Background: an optimization exercise with open tools, aiming at small area, a short achievable clock period and few clock cycles per item. Do not read the settings as production practice.
Function was checked by simulation only, so behaviour that the tests miss may differ from the original.

## flow/design.v (module list and top-level ports; edited modules follow where they fit)
// module sine_lut: 261 lines
// module tone_core: 2336 lines
// module fa_x: 10 lines
// module ha_x: 9 lines
module tone_core (
    input  wire        clk,
    input  wire        rst,
    input  wire        in_valid,
    output wire        in_ready,
    input  wire [1:0]  op,           
    input  wire [15:0] sample,
    input  wire [31:0] now,
    output reg         out_valid,
    output reg         emit_valid,
    output wire [11:0] emit12,
    output wire [7:0]  emitq,
    output reg         cand_valid,
    output reg  [10:0] cand,
    output reg         retuned,
    output wire [10:0] freq_o,
    output wire [11:0] wave12_o
);
  // ...
==> flow/flow/run.sh <==
#!/bin/bash
# The standard layout, with plain buf_1 cells as the port buffers that the
# standard flow inserts at every input and output.
set -euo pipefail
bash standard.sh finish "BUFFER_PORTS_ARGS=-buffer_cell sky130_fd_sc_hd__buf_1" > orfs_make.log 2>&1
==> flow/standard.sh <==
#!/bin/bash
# synth_recipe.tcl (not shown) runs the flow's synth.tcl, then flattens the netlist and writes it again
# the make line also repeats each setting of config.mk as NAME=value (left out here)
make -C /OpenROAD-flow-scripts/flow DESIGN_CONFIG=/design/flow/config.mk WORK_HOME=/design/flow/orfs CLKGATE_MAP_FILE= SYNTH_SCRIPT=/design/flow/synth_recipe.tcl "${@:-finish}"
==> flow/config.mk <==
export PLATFORM = sky130hd
export DESIGN_NAME = tone_core
export DESIGN_NICKNAME = tone_core
export VERILOG_FILES = /design/flow/design.v
export SDC_FILE = /design/flow/constraint.sdc
export NUM_CORES = 4
export LEC_CHECK = 0
export CAP_MARGIN = 20
export CORE_MARGIN = 2
export CORE_UTILIZATION = 40
export SLEW_MARGIN = 20
export SYNTH_HIERARCHICAL = 1
export SYNTH_MEMORY_MAX_BITS = 16384
==> flow/constraint.sdc <==
create_clock -name core_clock -period 45.0 [get_ports {clk}]
set_input_delay 9.0000 -clock core_clock [delete_from_list [all_inputs] [get_ports {clk}]]
set_output_delay 9.0000 -clock core_clock [all_outputs]
set_load 0.01 [all_outputs]
==> results.json, run 1 <==
{
  "drv.max_cap_violation_count": 0,
  "layout.sequential_cells": 332,
  "longest_individual_stage_delay_on_the_worst_path_ns": 0.79,
  "fmax_mhz": 96.4,
  "layout.non_clock_buffers": 147,
  "cp-start-kind": "register",
  "skew_ns": 0.0458,
  "multi_input_comb_area_um2": 18700,
  "netlist.area_leader.share": 0.213,
  "ios": 112,
  "synthSimpleGateAreaFrac": 0.135,
  "core_region_area_um2": 68800,
  "post_synth.cell_area_avg_um2": 9.63,
  "layout_cells_sized_above_1": 0.0546,
  "seq_area_um2": 7740,
  "cts_hold_buffers": 0,
  "synth.area.mux_share": 0.0392,
  "area_growth_syn_to_layout_pct": 8.87,
  "layout_common_cells": "474 x ha_1, 415 x nor2_1, 222 x dfxtp_1",
  "hold_start": "cv3",
  "largest_registers": "last_ts: 32 flops, n0: 32 flops, upd_ts: 32 flops",
  "status": "timing/DRC/antenna clean",
  "totalWireLength_um": 68200,
  "worstPathRequired_ns": 45.47,
  "clock_sink_count": 332,
  "crit_path_end": "wave_r[10]",
  "most_common_cell_after_layout_fill_and_taps_aside": "ha_1",
  "timing.max_slew.rel_slack": 0.277,
  "postCtsResizedCells": 0,
  "finalInstanceArea_um2": 30400,
  "netlist.top_cell.by_area": "ha_1",
  "drt_iter0_drc": 1421,
  "timing.setup.tns_ns": 0,
  "most_frequent_cell_on_the_critical_path": "fa_1",
  "finalWorstSetupSlack_ns": 34.62
}
Testbench counts, summed over its fixed seeds: cycles 24,336, items 24,000.
==> run 2: changes to the inputs <==
--- a/flow/design.v
+++ b/flow/design.v
@@ -276,33 +276,33 @@
     output reg         retuned,
     output wire [10:0] freq_o,
     output wire [11:0] wave12_o
 );
     reg        rdy;           
     reg        rdy_o;         
     reg        v0;
     reg [1:0]  op0;
-    reg [15:0] s0;
+    reg [11:0] s0;            
     reg [31:0] n0;
     assign in_ready = rdy_o;
     always @(posedge clk) begin
         if (rst) v0 <= 1'b0;
         else if (rdy) v0 <= in_valid;
         if (rdy) begin
             op0 <= op;
-            s0  <= sample;
+            s0  <= sample[11:0] | {12{|sample[15:12]}};
             n0  <= now;
         end
     end
     reg [31:0] last_ts;
     reg [10:0] freq;
     reg [31:0] upd_ts;
     wire go = v0 & rdy;       
-    wire [11:0] s12 = s0[11:0] | {12{|s0[15:12]}};
+    wire [11:0] s12 = s0;
     wire mc_t1, mc_t2;
     ha_x u_mc_t1 (.a(~s12[7]), .b(s12[4]), .s(mc_t1), .co(mc_t2));
     wire mc_t3, mc_t4;
     ha_x u_mc_t3 (.a(~s12[8]), .b(s12[5]), .s(mc_t3), .co(mc_t4));
     wire mc_t5, mc_t6;
     ha_x u_mc_t5 (.a(~s12[9]), .b(s12[6]), .s(mc_t5), .co(mc_t6));
     wire mc_t7, mc_t8;
     ha_x u_mc_t7 (.a(~s12[10]), .b(s12[7]), .s(mc_t7), .co(mc_t8));
@@ -1422,150 +1422,129 @@
     wire pm_t175, pm_t176;
     fa_x u_pm_t175 (.a(pm_t111), .b(pm_t140), .c(pm_t141), .s(pm_t175), .co(pm_t176));
     wire pm_t177, pm_t178;
     fa_x u_pm_t177 (.a(pm_t112), .b(pm_t142), .c(pm_t143), .s(pm_t177), .co(pm_t178));
     wire pm_t179, pm_t180;
     fa_x u_pm_t179 (.a((fbm[9] & chm[10])), .b((fbm[10] & chm[9])), .c(pm_t144), .s(pm_t179), .co(pm_t180));
     wire [21:0] pm_r0 = {1'b0, (fbm[10] & chm[10]), pm_t178, pm_t176, pm_t174, pm_t172, pm_t170, pm_t168, pm_t166, pm_t164, pm_t162, pm_t160, pm_t158, pm_t156, pm_t154, pm_t152, pm_t150, pm_t148, pm_t146, (fbm[2] & chm[0]), (fbm[0] & chm[1]), (fbm[0] & chm[0])};
     wire [21:0] pm_r1 = {1'b0, pm_t180, pm_t179, pm_t177, pm_t175, pm_t173, pm_t171, pm_t169, pm_t167, pm_t165, pm_t163, pm_t161, pm_t159, pm_t157, pm_t155, pm_t153, pm_t151, pm_t149, pm_t147, pm_t145, (fbm[1] & chm[0]), 1'b0};
-    wire pm_p1, pm_g1;
-    ha_x u_pm_p1 (.a((fbm[0] & chm[1])), .b((fbm[1] & chm[0])), .s(pm_p1), .co(pm_g1));
-    wire pm_p2, pm_g2;
-    ha_x u_pm_p2 (.a((fbm[2] & chm[0])), .b(pm_t145), .s(pm_p2), .co(pm_g2));
-    wire pm_p3, pm_g3;
-    ha_x u_pm_p3 (.a(pm_t146), .b(pm_t147), .s(pm_p3), .co(pm_g3));
-    wire pm_p4, pm_g4;
-    ha_x u_pm_p4 (.a(pm_t148), .b(pm_t149), .s(pm_p4), .co(pm_g4));
-    wire pm_p5, pm_g5;
-    ha_x u_pm_p5 (.a(pm_t150), .b(pm_t151), .s(pm_p5), .co(pm_g5));
-    wire pm_p6, pm_g6;
-    ha_x u_pm_p6 (.a(pm_t152), .b(pm_t153), .s(pm_p6), .co(pm_g6));
-    wire pm_p7, pm_g7;
-    ha_x u_pm_p7 (.a(pm_t154), .b(pm_t155), .s(pm_p7), .co(pm_g7));
-    wire pm_p8, pm_g8;
-    ha_x u_pm_p8 (.a(pm_t156), .b(pm_t157), .s(pm_p8), .co(pm_g8));
-    wire pm_p9, pm_g9;
-    ha_x u_pm_p9 (.a(pm_t158), .b(pm_t159), .s(pm_p9), .co(pm_g9));
-    wire pm_p10, pm_g10;
-    ha_x u_pm_p10 (.a(pm_t160), .b(pm_t161), .s(pm_p10), .co(pm_g10));
-    wire pm_p11, pm_g11;
-    ha_x u_pm_p11 (.a(pm_t162), .b(pm_t163), .s(pm_p11), .co(pm_g11));
-    wire pm_p12, pm_g12;
-    ha_x u_pm_p12 (.a(pm_t164), .b(pm_t165), .s(pm_p12), .co(pm_g12));
-    wire pm_p13, pm_g13;
-    ha_x u_pm_p13 (.a(pm_t166), .b(pm_t167), .s(pm_p13), .co(pm_g13));
-    wire pm_p14, pm_g14;
-    ha_x u_pm_p14 (.a(pm_t168), .b(pm_t169), .s(pm_p14), .co(pm_g14));
-    wire pm_p15, pm_g15;
-    ha_x u_pm_p15 (.a(pm_t170), .b(pm_t171), .s(pm_p15), .co(pm_g15));
-    wire pm_p16, pm_g16;
-    ha_x u_pm_p16 (.a(pm_t172), .b(pm_t173), .s(pm_p16), .co(pm_g16));
-    wire pm_p17, pm_g17;
-    ha_x u_pm_p17 (.a(pm_t174), .b(pm_t175), .s(pm_p17), .co(pm_g17));
-    wire pm_p18, pm_g18;
-    ha_x u_pm_p18 (.a(pm_t176), .b(pm_t177), .s(pm_p18), .co(pm_g18));
-    wire pm_p19, pm_g19;
-    ha_x u_pm_p19 (.a(pm_t178), .b(pm_t179), .s(pm_p19), .co(pm_g19));
-    wire pm_p20, pm_g20;
-    ha_x u_pm_p20 (.a((fbm[10] & chm[10])), .b(pm_t180), .s(pm_p20), .co(pm_g20));
-    wire pm_G1 = pm_g1 | (pm_p1 & 1'b0);
-    wire pm_P1 = pm_p1 & (fbm[0] & chm[0]);
-    wire pm_G2 = pm_g3 | (pm_p3 & pm_g2);
-    wire pm_P2 = pm_p3 & pm_p2;
-    wire pm_G3 = pm_g5 | (pm_p5 & pm_g4);
-    wire pm_P3 = pm_p5 & pm_p4;
-    wire pm_G4 = pm_g7 | (pm_p7 & pm_g6);
-    wire pm_P4 = pm_p7 & pm_p6;
-    wire pm_G5 = pm_g9 | (pm_p9 & pm_g8);
-    wire pm_P5 = pm_p9 & pm_p8;
-    wire pm_G6 = pm_g11 | (pm_p11 & pm_g10);
-    wire pm_P6 = pm_p11 & pm_p10;
-    wire pm_G7 = pm_g13 | (pm_p13 & pm_g12);
-    wire pm_P7 = pm_p13 & pm_p12;
-    wire pm_G8 = pm_g15 | (pm_p15 & pm_g14);
-    wire pm_P8 = pm_p15 & pm_p14;
-    wire pm_G9 = pm_g17 | (pm_p17 & pm_g16);
-    wire pm_P9 = pm_p17 & pm_p16;
-    wire pm_G10 = pm_g19 | (pm_p19 & pm_g18);
-    wire pm_P10 = pm_p19 & pm_p18;
-    wire pm_G11 = 1'b0 | (1'b0 & pm_g20);
-    wire pm_P11 = 1'b0 & pm_p20;
-    wire pm_G12 = pm_G2 | (pm_P2 & pm_G1);
-    wire pm_P12 = pm_P2 & pm_P1;
-    wire pm_G13 = pm_G4 | (pm_P4 & pm_G3);
-    wire pm_P13 = pm_P4 & pm_P3;
-    wire pm_G14 = pm_G6 | (pm_P6 & pm_G5);
-    wire pm_P14 = pm_P6 & pm_P5;
-    wire pm_G15 = pm_G8 | (pm_P8 & pm_G7);
-    wire pm_P15 = pm_P8 & pm_P7;
-    wire pm_G16 = pm_G10 | (pm_P10 & pm_G9);
-    wire pm_P16 = pm_P10 & pm_P9;
-    wire pm_G17 = pm_G13 | (pm_P13 & pm_G12);
-    wire pm_P17 = pm_P13 & pm_P12;
-    wire pm_G18 = pm_G15 | (pm_P15 & pm_G14);
-    wire pm_P18 = pm_P15 & pm_P14;
-    wire pm_G19 = pm_G18 | (pm_P18 & pm_G17);
-    wire pm_P19 = pm_P18 & pm_P17;
-    wire pm_G20 = pm_G14 | (pm_P14 & pm_G17);
-    wire pm_P20 = pm_P14 & pm_P17;
-    wire pm_G21 = pm_G16 | (pm_P16 & pm_G19);
-    wire pm_P21 = pm_P16 & pm_P19;
-    wire pm_G22 = pm_G3 | (pm_P3 & pm_G12);
-    wire pm_P22 = pm_P3 & pm_P12;
-    wire pm_G23 = pm_G5 | (pm_P5 & pm_G17);
-    wire pm_P23 = pm_P5 & pm_P17;
-    wire pm_G24 = pm_G7 | (pm_P7 & pm_G20);
-    wire pm_P24 = pm_P7 & pm_P20;
-    wire pm_G25 = pm_G9 | (pm_P9 & pm_G19);
-    wire pm_P25 = pm_P9 & pm_P19;
-    wire pm_G26 = pm_G11 | (pm_P11 & pm_G21);
-    wire pm_P26 = pm_P11 & pm_P21;
-    wire pm_G27 = pm_g2 | (pm_p2 & pm_G1);
-    wire pm_P27 = pm_p2 & pm_P1;
-    wire pm_G28 = pm_g4 | (pm_p4 & pm_G12);
-    wire pm_P28 = pm_p4 & pm_P12;
-    wire pm_G29 = pm_g6 | (pm_p6 & pm_G22);
-    wire pm_P29 = pm_p6 & pm_P22;
-    wire pm_G30 = pm_g8 | (pm_p8 & pm_G17);
-    wire pm_P30 = pm_p8 & pm_P17;
-    wire pm_G31 = pm_g10 | (pm_p10 & pm_G23);
-    wire pm_P31 = pm_p10 & pm_P23;
-    wire pm_G32 = pm_g12 | (pm_p12 & pm_G20);
-    wire pm_P32 = pm_p12 & pm_P20;
-    wire pm_G33 = pm_g14 | (pm_p14 & pm_G24);
-    wire pm_P33 = pm_p14 & pm_P24;
-    wire pm_G34 = pm_g16 | (pm_p16 & pm_G19);
-    wire pm_P34 = pm_p16 & pm_P19;
-    wire pm_G35 = pm_g18 | (pm_p18 & pm_G25);
-    wire pm_P35 = pm_p18 & pm_P25;
-    wire pm_G36 = pm_g20 | (pm_p20 & pm_G21);
-    wire pm_P36 = pm_p20 & pm_P21;
-    wire pm_s1 = pm_p1 ^ 1'b0;
-    wire pm_s2 = pm_p2 ^ pm_G1;
-    wire pm_s3 = pm_p3 ^ pm_G27;
-    wire pm_s4 = pm_p4 ^ pm_G12;
-    wire pm_s5 = pm_p5 ^ pm_G28;
-    wire pm_s6 = pm_p6 ^ pm_G22;
-    wire pm_s7 = pm_p7 ^ pm_G29;
-    wire pm_s8 = pm_p8 ^ pm_G17;
-    wire pm_s9 = pm_p9 ^ pm_G30;
-    wire pm_s10 = pm_p10 ^ pm_G23;
-    wire pm_s11 = pm_p11 ^ pm_G31;
-    wire pm_s12 = pm_p12 ^ pm_G20;
-    wire pm_s13 = pm_p13 ^ pm_G32;
-    wire pm_s14 = pm_p14 ^ pm_G24;
-    wire pm_s15 = pm_p15 ^ pm_G33;
-    wire pm_s16 = pm_p16 ^ pm_G19;
-    wire pm_s17 = pm_p17 ^ pm_G34;
-    wire pm_s18 = pm_p18 ^ pm_G25;
-    wire pm_s19 = pm_p19 ^ pm_G35;
-    wire pm_s20 = pm_p20 ^ pm_G21;
-    wire pm_s21 = 1'b0 ^ pm_G36;
-    wire [21:0] pm = {pm_s21, pm_s20, pm_s19, pm_s18, pm_s17, pm_s16, pm_s15, pm_s14, pm_s13, pm_s12, pm_s11, pm_s10, pm_s9, pm_s8, pm_s7, pm_s6, pm_s5, pm_s4, pm_s3, pm_s2, pm_s1, (fbm[0] & chm[0])};
+    wire pm_lo_s1, pm_lo_c1;
+    ha_x u_pm_lo_s1 (.a((fbm[0] & chm[1])), .b((fbm[1] & chm[0])), .s(pm_lo_s1), .co(pm_lo_c1));
+    wire pm_lo_s2, pm_lo_c2;
+    fa_x u_pm_lo_s2 (.a((fbm[2] & chm[0])), .b(pm_t145), .c(pm_lo_c1), .s(pm_lo_s2), .co(pm_lo_c2));
+    wire pm_lo_s3, pm_lo_c3;
+    fa_x u_pm_lo_s3 (.a(pm_t146), .b(pm_t147), .c(pm_lo_c2), .s(pm_lo_s3), .co(pm_lo_c3));
+    wire pm_lo_s4, pm_lo_c4;
+    fa_x u_pm_lo_s4 (.a(pm_t148), .b(pm_t149), .c(pm_lo_c3), .s(pm_lo_s4), .co(pm_lo_c4));
+    wire pm_lo_s5, pm_lo_c5;
+    fa_x u_pm_lo_s5 (.a(pm_t150), .b(pm_t151), .c(pm_lo_c4), .s(pm_lo_s5), .co(pm_lo_c5));
+    wire [6:0] pm_lo = {pm_lo_c5, pm_lo_s5, pm_lo_s4, pm_lo_s3, pm_lo_s2, pm_lo_s1, (fbm[0] & chm[0])};
+    wire pm_hi_p1, pm_hi_g1;
+    ha_x u_pm_hi_p1 (.a(pm_t152), .b(pm_t153), .s(pm_hi_p1), .co(pm_hi_g1));
+    wire pm_hi_p2, pm_hi_g2;
+    ha_x u_pm_hi_p2 (.a(pm_t154), .b(pm_t155), .s(pm_hi_p2), .co(pm_hi_g2));
+    wire pm_hi_p3, pm_hi_g3;
+    ha_x u_pm_hi_p3 (.a(pm_t156), .b(pm_t157), .s(pm_hi_p3), .co(pm_hi_g3));
+    wire pm_hi_p4, pm_hi_g4;
+    ha_x u_pm_hi_p4 (.a(pm_t158), .b(pm_t159), .s(pm_hi_p4), .co(pm_hi_g4));
+    wire pm_hi_p5, pm_hi_g5;
+    ha_x u_pm_hi_p5 (.a(pm_t160), .b(pm_t161), .s(pm_hi_p5), .co(pm_hi_g5));
+    wire pm_hi_p6, pm_hi_g6;
+    ha_x u_pm_hi_p6 (.a(pm_t162), .b(pm_t163), .s(pm_hi_p6), .co(pm_hi_g6));
+    wire pm_hi_p7, pm_hi_g7;
+    ha_x u_pm_hi_p7 (.a(pm_t164), .b(pm_t165), .s(pm_hi_p7), .co(pm_hi_g7));
+    wire pm_hi_p8, pm_hi_g8;
+    ha_x u_pm_hi_p8 (.a(pm_t166), .b(pm_t167), .s(pm_hi_p8), .co(pm_hi_g8));
+    wire pm_hi_p9, pm_hi_g9;
+    ha_x u_pm_hi_p9 (.a(pm_t168), .b(pm_t169), .s(pm_hi_p9), .co(pm_hi_g9));
+    wire pm_hi_p10, pm_hi_g10;
+    ha_x u_pm_hi_p10 (.a(pm_t170), .b(pm_t171), .s(pm_hi_p10), .co(pm_hi_g10));
+    wire pm_hi_p11, pm_hi_g11;
+    ha_x u_pm_hi_p11 (.a(pm_t172), .b(pm_t173), .s(pm_hi_p11), .co(pm_hi_g11));
+    wire pm_hi_p12, pm_hi_g12;
+    ha_x u_pm_hi_p12 (.a(pm_t174), .b(pm_t175), .s(pm_hi_p12), .co(pm_hi_g12));
+    wire pm_hi_p13, pm_hi_g13;
+    ha_x u_pm_hi_p13 (.a(pm_t176), .b(pm_t177), .s(pm_hi_p13), .co(pm_hi_g13));
+    wire pm_hi_p14, pm_hi_g14;
+    ha_x u_pm_hi_p14 (.a(pm_t178), .b(pm_t179), .s(pm_hi_p14), .co(pm_hi_g14));
+    wire pm_hi_p15, pm_hi_g15;
+    ha_x u_pm_hi_p15 (.a((fbm[10] & chm[10])), .b(pm_t180), .s(pm_hi_p15), .co(pm_hi_g15));
+    wire pm_hi_G1 = pm_hi_g1 | (pm_hi_p1 & pm_lo[6]);
+    wire pm_hi_P1 = pm_hi_p1 & 1'b0;
+    wire pm_hi_G2 = pm_hi_g3 | (pm_hi_p3 & pm_hi_g2);
+    wire pm_hi_P2 = pm_hi_p3 & pm_hi_p2;
+    wire pm_hi_G3 = pm_hi_g5 | (pm_hi_p5 & pm_hi_g4);
+    wire pm_hi_P3 = pm_hi_p5 & pm_hi_p4;
+    wire pm_hi_G4 = pm_hi_g7 | (pm_hi_p7 & pm_hi_g6);
+    wire pm_hi_P4 = pm_hi_p7 & pm_hi_p6;
+    wire pm_hi_G5 = pm_hi_g9 | (pm_hi_p9 & pm_hi_g8);
+    wire pm_hi_P5 = pm_hi_p9 & pm_hi_p8;
+    wire pm_hi_G6 = pm_hi_g11 | (pm_hi_p11 & pm_hi_g10);
+    wire pm_hi_P6 = pm_hi_p11 & pm_hi_p10;
+    wire pm_hi_G7 = pm_hi_g13 | (pm_hi_p13 & pm_hi_g12);
+    wire pm_hi_P7 = pm_hi_p13 & pm_hi_p12;
+    wire pm_hi_G8 = pm_hi_g15 | (pm_hi_p15 & pm_hi_g14);
+    wire pm_hi_P8 = pm_hi_p15 & pm_hi_p14;
+    wire pm_hi_G9 = pm_hi_G2 | (pm_hi_P2 & pm_hi_G1);
+    wire pm_hi_P9 = pm_hi_P2 & pm_hi_P1;
+    wire pm_hi_G10 = pm_hi_G4 | (pm_hi_P4 & pm_hi_G3);
+    wire pm_hi_P10 = pm_hi_P4 & pm_hi_P3;
+    wire pm_hi_G11 = pm_hi_G6 | (pm_hi_P6 & pm_hi_G5);
+    wire pm_hi_P11 = pm_hi_P6 & pm_hi_P5;
+    wire pm_hi_G12 = pm_hi_G8 | (pm_hi_P8 & pm_hi_G7);
+    wire pm_hi_P12 = pm_hi_P8 & pm_hi_P7;
+    wire pm_hi_G13 = pm_hi_G10 | (pm_hi_P10 & pm_hi_G9);
+    wire pm_hi_P13 = pm_hi_P10 & pm_hi_P9;
+    wire pm_hi_G14 = pm_hi_G12 | (pm_hi_P12 & pm_hi_G11);
+    wire pm_hi_P14 = pm_hi_P12 & pm_hi_P11;
+    wire pm_hi_G15 = pm_hi_G14 | (pm_hi_P14 & pm_hi_G13);
+    wire pm_hi_P15 = pm_hi_P14 & pm_hi_P13;
+    wire pm_hi_G16 = pm_hi_G11 | (pm_hi_P11 & pm_hi_G13);
+    wire pm_hi_P16 = pm_hi_P11 & pm_hi_P13;
+    wire pm_hi_G17 = pm_hi_G3 | (pm_hi_P3 & pm_hi_G9);
+    wire pm_hi_P17 = pm_hi_P3 & pm_hi_P9;
+    wire pm_hi_G18 = pm_hi_G5 | (pm_hi_P5 & pm_hi_G13);
+    wire pm_hi_P18 = pm_hi_P5 & pm_hi_P13;
+    wire pm_hi_G19 = pm_hi_G7 | (pm_hi_P7 & pm_hi_G16);
+    wire pm_hi_P19 = pm_hi_P7 & pm_hi_P16;
+    wire pm_hi_G20 = pm_hi_g2 | (pm_hi_p2 & pm_hi_G1);
+    wire pm_hi_P20 = pm_hi_p2 & pm_hi_P1;
+    wire pm_hi_G21 = pm_hi_g4 | (pm_hi_p4 & pm_hi_G9);
+    wire pm_hi_P21 = pm_hi_p4 & pm_hi_P9;
+    wire pm_hi_G22 = pm_hi_g6 | (pm_hi_p6 & pm_hi_G17);
+    wire pm_hi_P22 = pm_hi_p6 & pm_hi_P17;
+    wire pm_hi_G23 = pm_hi_g8 | (pm_hi_p8 & pm_hi_G13);
+    wire pm_hi_P23 = pm_hi_p8 & pm_hi_P13;
+    wire pm_hi_G24 = pm_hi_g10 | (pm_hi_p10 & pm_hi_G18);
+    wire pm_hi_P24 = pm_hi_p10 & pm_hi_P18;
+    wire pm_hi_G25 = pm_hi_g12 | (pm_hi_p12 & pm_hi_G16);
+    wire pm_hi_P25 = pm_hi_p12 & pm_hi_P16;
+    wire pm_hi_G26 = pm_hi_g14 | (pm_hi_p14 & pm_hi_G19);
+    wire pm_hi_P26 = pm_hi_p14 & pm_hi_P19;
+    wire pm_hi_G27 = 1'b0 | (1'b0 & pm_hi_G15);
+    wire pm_hi_P27 = 1'b0 & pm_hi_P15;
+    wire pm_hi_s1 = pm_hi_p1 ^ pm_lo[6];
+    wire pm_hi_s2 = pm_hi_p2 ^ pm_hi_G1;
+    wire pm_hi_s3 = pm_hi_p3 ^ pm_hi_G20;
+    wire pm_hi_s4 = pm_hi_p4 ^ pm_hi_G9;
+    wire pm_hi_s5 = pm_hi_p5 ^ pm_hi_G21;
+    wire pm_hi_s6 = pm_hi_p6 ^ pm_hi_G17;
+    wire pm_hi_s7 = pm_hi_p7 ^ pm_hi_G22;
+    wire pm_hi_s8 = pm_hi_p8 ^ pm_hi_G13;
+    wire pm_hi_s9 = pm_hi_p9 ^ pm_hi_G23;
+    wire pm_hi_s10 = pm_hi_p10 ^ pm_hi_G18;
+    wire pm_hi_s11 = pm_hi_p11 ^ pm_hi_G24;
+    wire pm_hi_s12 = pm_hi_p12 ^ pm_hi_G16;
+    wire pm_hi_s13 = pm_hi_p13 ^ pm_hi_G25;
+    wire pm_hi_s14 = pm_hi_p14 ^ pm_hi_G19;
+    wire pm_hi_s15 = pm_hi_p15 ^ pm_hi_G26;
+    wire pm_hi_s16 = 1'b0 ^ pm_hi_G15;
+    wire [16:0] pm_hi = {pm_hi_s16, pm_hi_s15, pm_hi_s14, pm_hi_s13, pm_hi_s12, pm_hi_s11, pm_hi_s10, pm_hi_s9, pm_hi_s8, pm_hi_s7, pm_hi_s6, pm_hi_s5, pm_hi_s4, pm_hi_s3, pm_hi_s2, pm_hi_s1, 1'b0};
+    wire [21:0] pm = {pm_hi[16], pm_hi[15], pm_hi[14], pm_hi[13], pm_hi[12], pm_hi[11], pm_hi[10], pm_hi[9], pm_hi[8], pm_hi[7], pm_hi[6], pm_hi[5], pm_hi[4], pm_hi[3], pm_hi[2], pm_hi[1], pm_lo[5], pm_lo[4], pm_lo[3], pm_lo[2], pm_lo[1], pm_lo[0]};
     reg        v1, ev1, cv1, ret1;
     reg [10:0] cand1;
     reg [21:0] p1;
     reg        u_ph1, u_acc1, v_ph1, psh1, wph1, wacc1, last1;
     always @(posedge clk) begin
         if (rst) begin
             last_ts <= 32'd0;
             freq    <= 11'd0;
==> flow/flow/run.sh (replaced) <==
#!/bin/bash
# The standard layout with two changes: plain buf_1 cells as the port buffers
# that the standard flow inserts at every input and output, and clock tree
# synthesis without dummy loads.
set -euo pipefail
bash standard.sh finish \
  "BUFFER_PORTS_ARGS=-buffer_cell sky130_fd_sc_hd__buf_1" \
  "CTS_ARGS=-sink_clustering_enable -repair_clock_nets -dont_use_dummy_load" \
  > orfs_make.log 2>&1
==> flow/config.mk (replaced) <==
export PLATFORM = sky130hd
export DESIGN_NAME = tone_core
export DESIGN_NICKNAME = tone_core
export VERILOG_FILES = /design/flow/design.v
export SDC_FILE = /design/flow/constraint.sdc
export NUM_CORES = 4
export LEC_CHECK = 0
export CAP_MARGIN = 20
export CORE_MARGIN = 2
export CORE_UTILIZATION = 55
export SLEW_MARGIN = 20
export SYNTH_HIERARCHICAL = 1
export SYNTH_MEMORY_MAX_BITS = 16384
==> results.json, run 2 <==
{
  "most_common_cell_after_layout_fill_and_taps_aside": "ha_1",
  "ys.warnings.count": 8,
  "netlist.top_cell.by_area": "ha_1",
  "holdPathEnd": "cand3[1]",
  "timing.setup.tns_ns": 0,
  "largest_registers": "last_ts: 32 flops, n0: 32 flops, upd_ts: 32 flops",
  "timing.max_slew.rel_slack": 0.291,
  "final.period_utilization": 0.228,
  "ys_async_sr_fraction": 0,
  "totalWireLength_um": 62600,
  "hold_start": "cand2[1]",
  "cts_clk_pin_slew_worst_paths_ns": 0.06,
  "netlist_top_cells_count": "469 x ha_1, 413 x nor2_1, 223 x dfxtp_1",
  "worst-path-buf-inv": 2,
  "first_pass_iters": 5,
  "cts-htree-levels": 2,
  "final_net_count": 3569,
  "skew_ns": 0.0596,
  "route.detailed.vias_per_inst": 5.67,
  "ys_ff_latch": 328,
  "data_arrival_time_of_the_critical_path_ns": 10.68,
  "numCtsBuffers": 38,
  "later_pin_clock_latency_in_the_skew_report_ns": 0.57,
  "status": "timing/DRC/antenna clean",
  "final_hold_violation_count": 0,
  "min_path_type": "reg -> reg",
  "globalplace.congestion": 0.927,
  "post_synth_num_cell_types": 92,
  "most_used_standard_cell_by_instance_count_after_synthesis": "ha_1",
  "worstSetupPathType": "in -> reg",
  "die_width_um": 228,
  "yosys-top-cells-area": "ha_1 21%, dfxtp_1 16%, fa_1 12%",
  "ios": 112,
  "worstPathRequired_ns": 45.42,
  "grt_pass1_wl_um": 105000,
  "worst-slew-pin-transition_ns": 1.06,
  "antenna_violations_before_repair": 0,
  "min_path_cells": 0,
  "setup_buffers_after_cts": 0,
  "antenna_left": 0,
  "timing.final.setup_violations": 0,
  "cts_hold_buffers": 0,
  "layout_common_cells": "468 x ha_1, 413 x nor2_1, 222 x dfxtp_1",
  "worst_r2r_dst": "wave_r[8]",
  "drc_errors": 0,
  "core.rowCount": 82,
  "ctsRootBufferMaster": "clkbuf_16",
  "io_buffer_count": 111,
  "post_synth.cell_area_avg_um2": 9.72,
  "floorplan.die.height_um": 228,
  "globalRouteOverflowTotal": 0,
  "synth.cell_area_um2": 27600,
  "place.detailed.hpwl_um": 47800,
  "start_util": 0.553,
  "minimum_clock_period_ns": 10.26,
  "avgRoutedWirePerCell_um": 17.6,
  "synth-edff-count": 105,
  "family_with_the_most_delay_on_the_worst_path": "buffers and inverters",
  "fmax_mhz": 97.5,
  "postCtsResizedCells": 0,
  "ff2ff_setup_slack_ns": 34.83,
  "synth_seq_area_share": 0.276,
  "cp-start-kind": "input pin",
  "max-clock-path-buffers": 3,
  "largest_net_degree_at_the_start_of_global_routing": 76,
  "critical_path.reg2reg.startpoint": "q3[7]",
  "synth-main-ff-cell": "dfxtp_1",
  "synth_cells": 2838,
  "drv.max_cap_violation_count": 0,
  "layout_cells_sized_above_1": 0.0469,
  "longest_individual_stage_delay_on_the_worst_path_ns": 0.73,
  "netlist.area_leader.share": 0.213,
  "core_region_area_um2": 49900,
  "crit_slowest_cell": "buf_4",
  "finalMaxSlewViolations": 0,
  "ff2ff_path_depth": 32,
  "antenna_cells": 0,
  "critical_path_peak_fanout": 71,
  "critical_path.cell_chain": "clkbuf_4 -> buf_4 -> nand4bb_1 -> o311ai_1",
  "clock_sink_count": 328,
  "critPathLaunch": "rst",
  "drt_iter0_drc": 1534,
  "num_vias": 20100,
  "full_die_area_um2": 52000,
  "tritoncts": "done",
  "gr-usage-all-layers": 0.246,
  "cp-end-kind": "register",
  "grt_pass1_vias": 20600,
  "area_growth_syn_to_layout_pct": 6.38,
  "rsz0062_at_grt": "no"
}
run 2: changes by cell type after synthesis, moves of 6 or more:
cell	previous run	this run
nand2_1	117	107
o21ai_0	86	72
a21oi_1	171	156
inv_1	203	192
ha_1	475	469
xnor2_1	103	94
xor2_1	9	16
a21o_1	74	89
run 2: how the worst max path moves through the flow:
stage | endpoint | slack, ns | cells after the start
finish | freq[10] | 34.74 | 4
global route | wave_r[10] | 34.17 | 32
CTS | freq[10] | 34.76 | 4
detailed placement | freq[10] | 34.14 | 4
global placement | freq[10] | 34.13 | 5
floorplan | s0[10] | 34.98 | 3
run 2: worst reg2reg max path: cells and delay by family (launching register included):
kind                     cells  cell delay, ns
buffers and inverters        6            1.71
AO/OA/AOI/OAI                8            2.66
adder cells (fa/ha/maj)     14            4.63
XOR/XNOR                     1            0.15
flip-flops                   1            0.36
AND/OR/NAND/NOR              3            0.61
run 2: Yosys stat by module (local to each module, per instance):
module,cells inside,flops+latches,area [um^2]
tone_core,1833,328,16900
ha_x,1,0,12.5
sine_lut,493,0,3000
fa_x,1,0,20.0
run 2: through the flow:
step / util / cells / setup slack [ns] / hold WS (ns) / cell area [um^2]
5_1_grt: 0.589 / 3549 / 34.17 / 0.322 / 29300
3_5_place_dp: 0.569 / 3511 / 34.14 / 0.312 / 28400
6_report: 0.589 / 3549 / 34.74 / 0.321 / 29300
2_1_floorplan: - / 2843 / 34.98 / 0.310 / 27600
3_3_place_gp: 0.569 / 3511 / 34.13 / 0.311 / 28400
4_1_cts: 0.589 / 3549 / 34.76 / 0.322 / 29300
run 2: cell type report:
type	instances	area, um^2
Inverter	194	729
Fill cell	4322	20500
Sequential cell	328	7620
Timing Repair Buffer	148	698
Tap cell	672	841
Multi-Input combinational cell	2169	18500
Clock buffer	38	951
run 2: layer usage:
layer	global-route usage	part of all wire	vias to the layer above
met5	0	0	-
met4	0.0717	0.025	0
met3	0.0313	0.049	94
li1	-	-	9922
met2	0.419	0.48	478
met1	0.329	0.45	9638
run 2: logic make-up (layout without fill, tap and decap cells):
group,count (synthesis),in the layout,synth area share
other cells,1,6,0.000136
xor+xnor,112,112,0.0361
mux,106,106,0.0404
buf+inv,346,380,0.0550
fa+ha+maj,637,637,0.335
simple gates,782,782,0.130
flops,328,328,0.276
compound gates,526,526,0.128
Testbench counts of run 2, summed over its fixed seeds: cycles 24,336, items 24,000.

afterwards: timing with drivers on the ports:
Ports are ideal in the flow. The routed layouts listed here were re-timed in OpenROAD.
Step 1 sets driving cells, clkbuf_16 on the clock port and buf_2 on the other inputs (assumed; they add their load-dependent delay and slew).
Step 2, shift: input delay + t, output delay - t, t = (earliest + latest rising clock arrival at the registers) / 2. This alone moves slack from input paths to output paths.
a / b / c = no drivers / after step 1 / after step 2; a / b = the first two.
| run | t (ns) | setup WS [ns] | worst setup path after step 2 |
|---|---|---|---|
| run 1 | 0.628 | 34.624 / 34.624 / 34.106 | input to register |
| run 2 | 0.597 | 34.741 / 34.776 / 34.179 | input to register |
After both steps every run listed still meets setup and hold. For run 2, which loses most, drivers alone change the setup slack by +0.035 ns; drivers and shift together by -0.562 ns.
